Background: an optimization exercise with open tools, aiming at small area. Do not read the settings as production practice. In this exercise RTL edits were held to simulation tests only and were not proved equivalent to the original. Power and IR drop assume default switching activity.

## job 1301
==> flow/design.v (excerpt) <==
module jic (
    input  wire        clk,
    input  wire        rst,
    input  wire [7:0]  btn_edge,
    input  wire        tick,
    input  wire [7:0]  pin,
    input  wire        conv_done,
    input  wire [15:0] raw0,
    input  wire [15:0] raw1,
    input  wire [15:0] raw2,
    input  wire [15:0] raw3,
    input  wire        tx_done,
    input  wire        plat_fault,
    input  wire [5:0]  tx_raddr,
    output reg         conv_start,
    output reg         tx_start,
    output wire [5:0]  tx_len,
    output wire [7:0]  tx_rdata,
    output wire        tx_busy,
    output wire [7:0]  frame_btn,
    output wire [15:0] frame_ax0,
    output wire [15:0] frame_ax1,
    output wire [15:0] frame_ax2,
    output wire [15:0] frame_ax3,
    output wire        frame_valid,
    output wire        halted
);
    reg         mode_q;             
    reg         div_q;              
    reg         halted_q;
    reg  [3:0]  deb_q [0:7];        
    reg  [7:0]  stable_q;
    reg  [4:0]  cnt_q;              
    reg  [3:0]  rp_q;               
    reg  [7:0]  btn_snap_q;
    reg         conv_busy_q;
    reg  [15:0] acc_q [0:3];        
    reg         frame_valid_q;
    reg  [7:0]  frame_btn_q;
    reg  [12:0] frame_ax_q [0:3];
    reg  [7:0]  pkt_btn_q;
  ...
clock: 32.0 ns
lec_check: 0
abc_area: 1
cap_margin: 20
core_margin: 2
core_utilization: 60
slew_margin: 20
standard.sh (not shown) runs the stock make flow with config.mk's settings and CLKGATE_MAP_FILE= SYNTH_SCRIPT=/design/flow/synth_recipe.tcl, a recipe that flattens the netlist after the stock synthesis.
==> flow/flow/run.sh <==
#!/bin/bash
# Layout flow: the standard synthesis, its combinational logic re-mapped for
# area (registers untouched), then the standard layout steps with the
# smallest buffer cell on the ports and a clock tree without dummy loads.
set -uo pipefail
HERE=$(cd "$(dirname "$0")" && pwd)
export BUFFER_PORTS_ARGS="-buffer_cell sky130_fd_sc_hd__buf_1"
export CTS_ARGS="-sink_clustering_enable -repair_clock_nets -dont_use_dummy_load -buf_list sky130_fd_sc_hd__clkbuf_4 -sink_clustering_size 7 -sink_clustering_max_diameter 50"

bash standard.sh synth > standard_synth.log 2>&1 || { tail -20 standard_synth.log; exit 1; }

RES=$PWD/orfs/results/$FLOW_PLATFORM/jic/base
LOGS=$PWD/orfs/logs/$FLOW_PLATFORM/jic/base
LIB=$FLOW_HOME/platforms/$FLOW_PLATFORM/lib/sky130_fd_sc_hd__tt_025C_1v80.lib
DU=$(grep -o -- "-dont_use [^ ]*" $LOGS/1_2_yosys.log | sort -u | tr '\n' ' ')
cp $RES/1_2_yosys.v standard_1_2_yosys.v
if bash $HERE/resyn.sh standard_1_2_yosys.v resyn_1_2_yosys.v "$LIB" "$DU" > resyn.log 2>&1; then
  # keep the result only if it has the same registers
  regs() { grep -oE "sky130_fd_sc_hd__e?dfxtp_[0-9] +[^ (]+" "$1" | sort; }
  if [[ -s resyn_1_2_yosys.v ]] && diff <(regs standard_1_2_yosys.v) <(regs resyn_1_2_yosys.v) > resyn_regs.diff; then
    cp resyn_1_2_yosys.v $RES/1_2_yosys.v
    rm -f $RES/1_synth.odb $RES/1_synth.sdc
    echo "re-mapped netlist in use" >> resyn.log
  else
    echo "register mismatch: standard netlist kept" >> resyn.log
  fi
else
  echo "re-map failed: standard netlist kept" >> resyn.log
fi

bash standard.sh > standard.log 2>&1
status=$?
tail -20 standard.log
exit $status
Other scripts of this flow, unchanged in this note and not shown: flow/flow/lib2v.py, flow/flow/resyn.abc, flow/flow/resyn.sh
Job 1301 finished all stages; the layout is clean.
The following lists how job 3455 was set up differently from job 1301:
# job 1301
export LEC_CHECK = 0
export ABC_AREA = 1
export CAP_MARGIN = 20
export CORE_MARGIN = 2
export CORE_UTILIZATION = 60
export SLEW_MARGIN = 20
create_clock -name core_clock -period 32.0 [get_ports {clk}]
# job 3455
export LEC_CHECK = 0
export ABC_AREA = 1
export CAP_MARGIN = 20
export CORE_MARGIN = 2
export CORE_UTILIZATION = 65
export SLEW_MARGIN = 20
create_clock -name core_clock -period 32.0 [get_ports {clk}]
diff --git a/flow/flow/run.sh b/flow/flow/run.sh
--- a/flow/flow/run.sh
+++ b/flow/flow/run.sh
@@ -7,3 +7,3 @@
 export BUFFER_PORTS_ARGS="-buffer_cell sky130_fd_sc_hd__buf_1"
-export CTS_ARGS="-sink_clustering_enable -repair_clock_nets -dont_use_dummy_load -buf_list sky130_fd_sc_hd__clkbuf_4 -sink_clustering_size 7 -sink_clustering_max_diameter 50"
+export CTS_ARGS="-sink_clustering_enable -repair_clock_nets -dont_use_dummy_load -buf_list sky130_fd_sc_hd__clkbuf_4 -sink_clustering_size 8 -sink_clustering_max_diameter 60"
 
### Flow results
Of the two values seen for highest layer used for signal routing, met4 was produced by job 1301 and met5 by job 3455.
Going from job 1301 to job 3455, the met2 layer wire length in the routed design was found to have gone down by 2.3%.
Cmp job 1301 and job 3455 / relative contribution of the clock network to total power / lower: job 3455
Per the comparison of job 3455 with job 1301, remaining design rule violation count now sits at about the same level; global-route track usage on met2 now sits higher; via count now sits higher; synthesis-to-layout area growth now sits lower; final cell count now sits lower.
#### Input delta (job 6951 over job 3455)
# job 3455
export LEC_CHECK = 0
export ABC_AREA = 1
export CAP_MARGIN = 20
export CORE_MARGIN = 2
export CORE_UTILIZATION = 65
export SLEW_MARGIN = 20
create_clock -name core_clock -period 32.0 [get_ports {clk}]
# job 6951
export LEC_CHECK = 0
export ABC_AREA = 1
export CAP_MARGIN = 20
export CORE_MARGIN = 2
export CORE_UTILIZATION = 60
export SLEW_MARGIN = 20
create_clock -name core_clock -period 32.0 [get_ports {clk}]
## What came out
- Going from job 3455 to job 6951, setup slack increased 200 ps, final clock period utilization by the worst path decreased 0.62 points, wire length the detailed router placed on met1 increased 530 um, combinational share of power essentially unchanged.
- Worst hold slack on job 6951 is behind job 3455.

-- afterwards: timing with drivers on the ports --
In the flow no input, the clock included, has a driving cell. The finished layouts below were timed again as built, in two steps. Step 1: set_driving_cell puts a clkbuf_16 on clk and a buf_2 on each other input, an assumption about the parent block. Step 2, shift: input delay + t, output delay - t, t = (earliest + latest rising clock arrival at the registers) / 2. This alone moves slack from input paths to output paths. Three values: ideal, step 1, step 2; two values: the first two.
run | shift t [ns] | slack for setup (ns) | worst register clock-pin slew, ns
job 1301 | 0.687 | 7.813 / 7.791 / 7.791 | 0.10 / 0.10
job 3455 | 0.702 | 7.607 / 7.587 / 7.586 | 0.11 / 0.11
job 6951 | 0.690 | 7.807 / 7.785 / 7.785 | 0.11 / 0.11
After both steps every run listed still meets setup and hold.
